This design comes from an exercise in tuning for small area on the open sky130 flow, not from production work. The RTL was checked by simulation tests, not by an equivalence proof against the original design.

==> flow/design.v <==
module si8900_fa (
    input  wire a,
    input  wire b,
    input  wire c,
    output wire s,
    output wire co
);
    assign s  = a ^ b ^ c;
    assign co = (a & b) | (a & c) | (b & c);
endmodule
module si8900_mxi (
    input  wire a0,
    input  wire a1,
    input  wire s,
    output wire y
);
    assign y = ~(s ? a1 : a0);
endmodule
module si8900_div (
    input  wire [17:0] n,
    input  wire [7:0]  d,
    output wire [9:0]  q
);
    wire [7:0] nd = ~d;
    wire [7:0] r [0:10];
    assign r[0] = n[17:10];
    genvar i, j;
    generate
        for (i = 0; i < 10; i = i + 1) begin : row
            wire [8:0] t;
            wire [8:0] c;
            wire [7:0] s;
            wire [7:0] dd = ((i % 2) == 0) ? nd : d;
            assign t = {r[i], ((i % 2) == 0) ? n[9-i] : ~n[9-i]};
            assign s[0] = t[0] ^ d[0];
            if ((i % 2) == 0) begin : pos
                assign c[1]   = t[0] | nd[0];
                assign q[9-i] = t[8] | c[8];
            end else begin : neg
                assign c[1]   = t[0] & d[0];
                assign q[9-i] = ~(t[8] & c[8]);
            end
            if (i < 9) begin : full
                for (j = 1; j < 8; j = j + 1) begin : add
                    si8900_fa u_fa (.a(t[j]), .b(dd[j]), .c(c[j]), .s(s[j]), .co(c[j+1]));
                end
                for (j = 0; j < 8; j = j + 1) begin : sel
                    si8900_mxi u_mx (.a0(t[j]), .a1(s[j]), .s(q[9-i]), .y(r[i+1][j]));
                end
            end else begin : last
                for (j = 1; j < 8; j = j + 1) begin : cmp
                    assign c[j+1] = (t[j] & dd[j]) | (t[j] & c[j]) | (dd[j] & c[j]);
                end
            end
        end
    endgenerate
endmodule
module si8900_core (
    input  wire        clk,
    input  wire        rst,              
    input  wire        op_start,
    input  wire [31:0] req,
    output wire        busy,
    output reg         done,
    output reg  [1:0]  status,
    output wire [7:0]  res_cmd,
    output reg  [15:0] res_word,
    output wire [7:0]  res_channel,
    output wire [15:0] res_value,
    output reg         res_failed,
    output reg         rx_conf,
    output reg         cf_conf,
    input  wire [23:0] pkt,
    input  wire        pkt_valid,
    input  wire        transmit_ready,
    input  wire        receive_ready,
    input  wire [7:0]  read_data,
    output wire        send_byte,
    output wire [7:0]  send_data,
    output wire        read_byte
);
    localparam [2:0] IDLE   = 3'b000,
                     OS     = 3'b001,
                     HS_RX  = 3'b010,
                     CT_RX  = 3'b011,
                     HS_TXM = 3'b100,
                     CT_TX  = 3'b101,
                     HS_TXA = 3'b110;
    localparam [1:0] ST_OK           = 2'd0,
                     ST_HS_TIMEOUT   = 2'd1,
                     ST_ECHO_TIMEOUT = 2'd2,
                     ST_ILLEGAL_OP   = 2'd3;
    reg  [2:0]  fsm;
    reg  [7:0]  nrem;      
    reg  [7:0]  cnt;       
    reg  [7:0]  cmd_lat;
    reg  [17:0] acc;       
    reg         lc_ff;     
    reg  [1:0]  lc;        
    reg         rc_hi;     
    reg  [3:0]  rc_mid;    
    reg         rc_lo;     
    reg         ch_ff;     
    reg  [1:0]  ch_lo;
    reg  [9:0]  val;
    assign res_cmd     = {rc_hi, rc_hi, rc_mid, 1'b0, rc_lo};
    assign res_channel = {{6{ch_ff}}, ch_lo};
    assign res_value   = {6'd0, val};
    wire [2:0] op = req[31:29];
    wire idle = (fsm == IDLE);
    wire tx_state = fsm[2];
    wire rx_state = (fsm[2:1] == 2'b01);
    wire os       = (fsm == OS);
    assign busy      = !idle;
    assign send_byte = !rst && tx_state && transmit_ready;
    assign read_byte = !rst && rx_state && receive_ready;
    assign send_data = fsm[0] ? cmd_lat : 8'hAA;
    wire waiting  = (tx_state && !transmit_ready) || (rx_state && !receive_ready);
    wire poll_end = (cnt[5:3] == 3'b111) && (cnt[1:0] == 2'b11);    
    wire hs_last  = acc[5] & acc[3];    
    wire ct_last  = acc[2] & acc[0];    
    wire rem_zero = &nrem;
    wire [7:0] dec_k      = idle ? req[7:0] : cmd_lat;
    wire       dec_failed = (pkt[23:16] != dec_k);
    wire [1:0] dec_ch     = pkt[13:12];
    wire [9:0] dec_val    = {pkt[11:9], pkt[8] | pkt[7], pkt[6:1]};
    wire [9:0] mean;
    si8900_div u_div (.n(acc), .d(cnt), .q(mean));
    function [7:0] inc8(input [7:0] a, input ci);
        integer k;
        reg c;
        begin
            c = ci;
            for (k = 0; k < 8; k = k + 1) begin
                inc8[k] = a[k] ^ c;
                c = a[k] & c;
            end
        end
    endfunction
    function [7:0] dec8(input [7:0] a, input bi);
        integer k;
        reg b;
        begin
            b = bi;
            for (k = 0; k < 8; k = k + 1) begin
                dec8[k] = a[k] ^ b;
                b = ~a[k] & b;
            end
        end
    endfunction
    function [17:0] acc_add(input [17:0] a, input [9:0] v);
        integer k;
        reg c;
        begin
            c = 1'b0;
            for (k = 0; k < 18; k = k + 1) begin
                if (k < 10) begin
                    acc_add[k] = a[k] ^ v[k] ^ c;
                    c = (a[k] & v[k]) | (c & (a[k] ^ v[k]));
                end else begin
                    acc_add[k] = a[k] ^ c;
                    c = a[k] & c;
                end
            end
        end
    endfunction
    always @(posedge clk) begin
        if (rst) begin
            fsm        <= IDLE;
            done       <= 1'b0;
            status     <= ST_OK;
            rx_conf    <= 1'b0;
            cf_conf    <= 1'b0;
            rc_hi      <= 1'b0;
            rc_mid     <= 4'd0;
            rc_lo      <= 1'b0;
            res_word   <= 16'd0;
            ch_ff      <= 1'b0;
            ch_lo      <= 2'd0;
            val        <= 10'd0;
            res_failed <= 1'b0;
        end else begin
            done <= 1'b0;
            if (waiting) begin
                if (poll_end) begin
                    status <= fsm[0] ? ST_ECHO_TIMEOUT : ST_HS_TIMEOUT;
                    done   <= 1'b1;
                    fsm    <= IDLE;
                end
            end else begin
                case (fsm)
                    IDLE: if (op_start) begin
                        case (op)
                            3'd0: begin
                                rx_conf <= 1'b0;
                                cf_conf <= 1'b0;
                                fsm     <= HS_TXA;
                            end
                            3'd1: begin
                                rc_hi  <= 1'b1;
                                rc_mid <= req[28:25];
                                rc_lo  <= req[24];
                                status <= ST_OK;
                                done   <= 1'b1;
                            end
                            3'd2: fsm <= CT_TX;
                            3'd3: begin
                                ch_ff      <= dec_failed;
                                ch_lo      <= dec_failed ? 2'b11 : dec_ch;
                                val        <= dec_failed ? 10'h0FF : dec_val;
                                res_failed <= dec_failed;
                                status     <= ST_OK;
                                done       <= 1'b1;
                            end
                            3'd4: fsm <= OS;
                            3'd5: begin
                                res_word <= {req[0], req[1], req[2], req[3], req[4], req[5], req[6], req[7],
                                             req[8], req[9], req[10], req[11], req[12], req[13], req[14], req[15]};
                                status   <= ST_OK;
                                done     <= 1'b1;
                            end
                            default: begin
                                status <= ST_ILLEGAL_OP;
                                done   <= 1'b1;
                            end
                        endcase
                    end
                    HS_RX: begin
                        if (read_data == 8'h55) begin
                            cf_conf <= cf_conf | rx_conf;
                            rx_conf <= 1'b1;
                            fsm     <= HS_TXA;
                        end else begin
                            rx_conf <= 1'b0;
                            cf_conf <= 1'b0;
                            fsm     <= HS_TXM;
                        end
                    end
                    HS_TXM: fsm <= HS_TXA;
                    HS_TXA: begin
                        if (rx_conf && cf_conf) begin
                            status <= ST_OK;
                            done   <= 1'b1;
                            fsm    <= IDLE;
                        end else if (hs_last) begin
                            status <= ST_HS_TIMEOUT;
                            done   <= 1'b1;
                            fsm    <= IDLE;
                        end else begin
                            fsm <= HS_RX;
                        end
                    end
                    CT_TX: fsm <= CT_RX;
                    CT_RX: begin
                        if (read_data == cmd_lat) begin
                            status <= ST_OK;
                            done   <= 1'b1;
                            fsm    <= IDLE;
                        end else if (ct_last) begin
                            status <= ST_ECHO_TIMEOUT;
                            done   <= 1'b1;
                            fsm    <= IDLE;
                        end else begin
                            fsm <= CT_TX;
                        end
                    end
                    OS: if (rem_zero) begin
                        if (cnt == 8'd0) begin
                            ch_ff      <= 1'b1;
                            ch_lo      <= 2'b11;
                            val        <= 10'h0FF;
                            res_failed <= 1'b1;
                        end else begin
                            ch_ff      <= lc_ff;
                            ch_lo      <= lc_ff ? 2'b11 : lc;
                            val        <= mean;
                            res_failed <= 1'b0;
                        end
                        status <= ST_OK;
                        done   <= 1'b1;
                        fsm    <= IDLE;
                    end
                    default: fsm <= IDLE;
                endcase
            end
        end
    end
    wire os_step  = os && pkt_valid && !rem_zero;
    wire good     = os_step && !dec_failed;
    wire xfer     = !waiting && (fsm == HS_RX || fsm == CT_TX);
    wire cnt_clr  = idle || (!waiting && !os);
    always @(posedge clk) begin
        if (idle)
            cmd_lat <= req[7:0];
        cnt <= cnt_clr ? 8'd0 : inc8(cnt, waiting || good);
        acc <= idle ? 18'd0 : acc_add(acc, good ? dec_val : {9'd0, xfer});
        nrem <= idle ? ~req[23:16] : inc8(nrem, os_step);
        if (os_step) begin
            lc_ff <= dec_failed;
            lc    <= dec_ch;
        end
    end
endmodule
export LEC_CHECK = 0
export CAP_MARGIN = 0
export CORE_MARGIN = 2
export CORE_UTILIZATION = 65
export CTS_BUF_LIST = sky130_fd_sc_hd__clkbuf_8
export SLEW_MARGIN = 0
export SYNTH_HIERARCHICAL = 1
create_clock -name core_clock -period 50.0 [get_ports {clk}]
standard.sh (not shown) runs the stock make flow with config.mk's settings and CLKGATE_MAP_FILE= SYNTH_SCRIPT=/design/flow/synth_recipe.tcl, a recipe that flattens the netlist after the stock synthesis.
==> flow/flow/run.sh <==
#!/bin/bash
# Layout flow: the standard flow (standard.sh, unchanged synthesis),
# with the ports buffered by the smallest buffer and the synthesis buffers removed
# at floorplan; the constant outputs share one tie cell.
set -euo pipefail
export BUFFER_PORTS_ARGS="-buffer_cell sky130_fd_sc_hd__buf_1"
export REMOVE_ABC_BUFFERS=1
export SKIP_REPAIR_TIE_FANOUT=1
bash standard.sh finish > standard.log 2>&1
The baseline finished with timing, DRC and antenna clean.
Then changed:
==> flow/flow/run.sh (replaced) <==
#!/bin/bash
# Layout flow: the standard flow (standard.sh, unchanged synthesis),
# with the ports buffered by the smallest buffer and the synthesis buffers removed
# at floorplan.
set -euo pipefail
export BUFFER_PORTS_ARGS="-buffer_cell sky130_fd_sc_hd__buf_1"
export REMOVE_ABC_BUFFERS=1
bash standard.sh finish > standard.log 2>&1
- CAP_MARGIN: 0 -> 20
- CORE_UTILIZATION: 65 -> 40
- SLEW_MARGIN: 0 -> 20
Outcome: The new run went through all stages and came out clean. First-iteration DRC count came out higher by a quarter to a third. Count of clock-buffer cells in the layout came out lower by 1. Worst setup slack gets worse by 110 ps. Die area came out higher by well over a third. Global-route usage came out lower by 9.8 points. Wire length came out higher by a little under a tenth. Clock skew is about the same.

-- afterwards: timing with drivers on the ports --
How much do the figures lean on ideal ports? The routed layouts below were timed once more, with nothing changed but the port constraints. Step 1 sets driving cells, clkbuf_16 on the clock port and buf_2 on the other inputs (assumed; they add their load-dependent delay and slew). Step 2 moves the port delays by t, midway between the first and last clock arrival at a register: inputs arrive t later, outputs are due t later. That takes back most of the time a late clock gives input paths. Three values: ideal, step 1, step 2; two values: the first two.
run	shift t [ns]	setup slack, ns	clock arrival spread, ns	slew at the worst register clock pin (ns)
the first run	0.404	16.501 / 16.501 / 16.501	0.020 / 0.019	0.11 / 0.11
the second run	0.399	16.390 / 16.390 / 16.390	0.019 / 0.020	0.11 / 0.11
After both steps setup and hold are still met in every run listed.
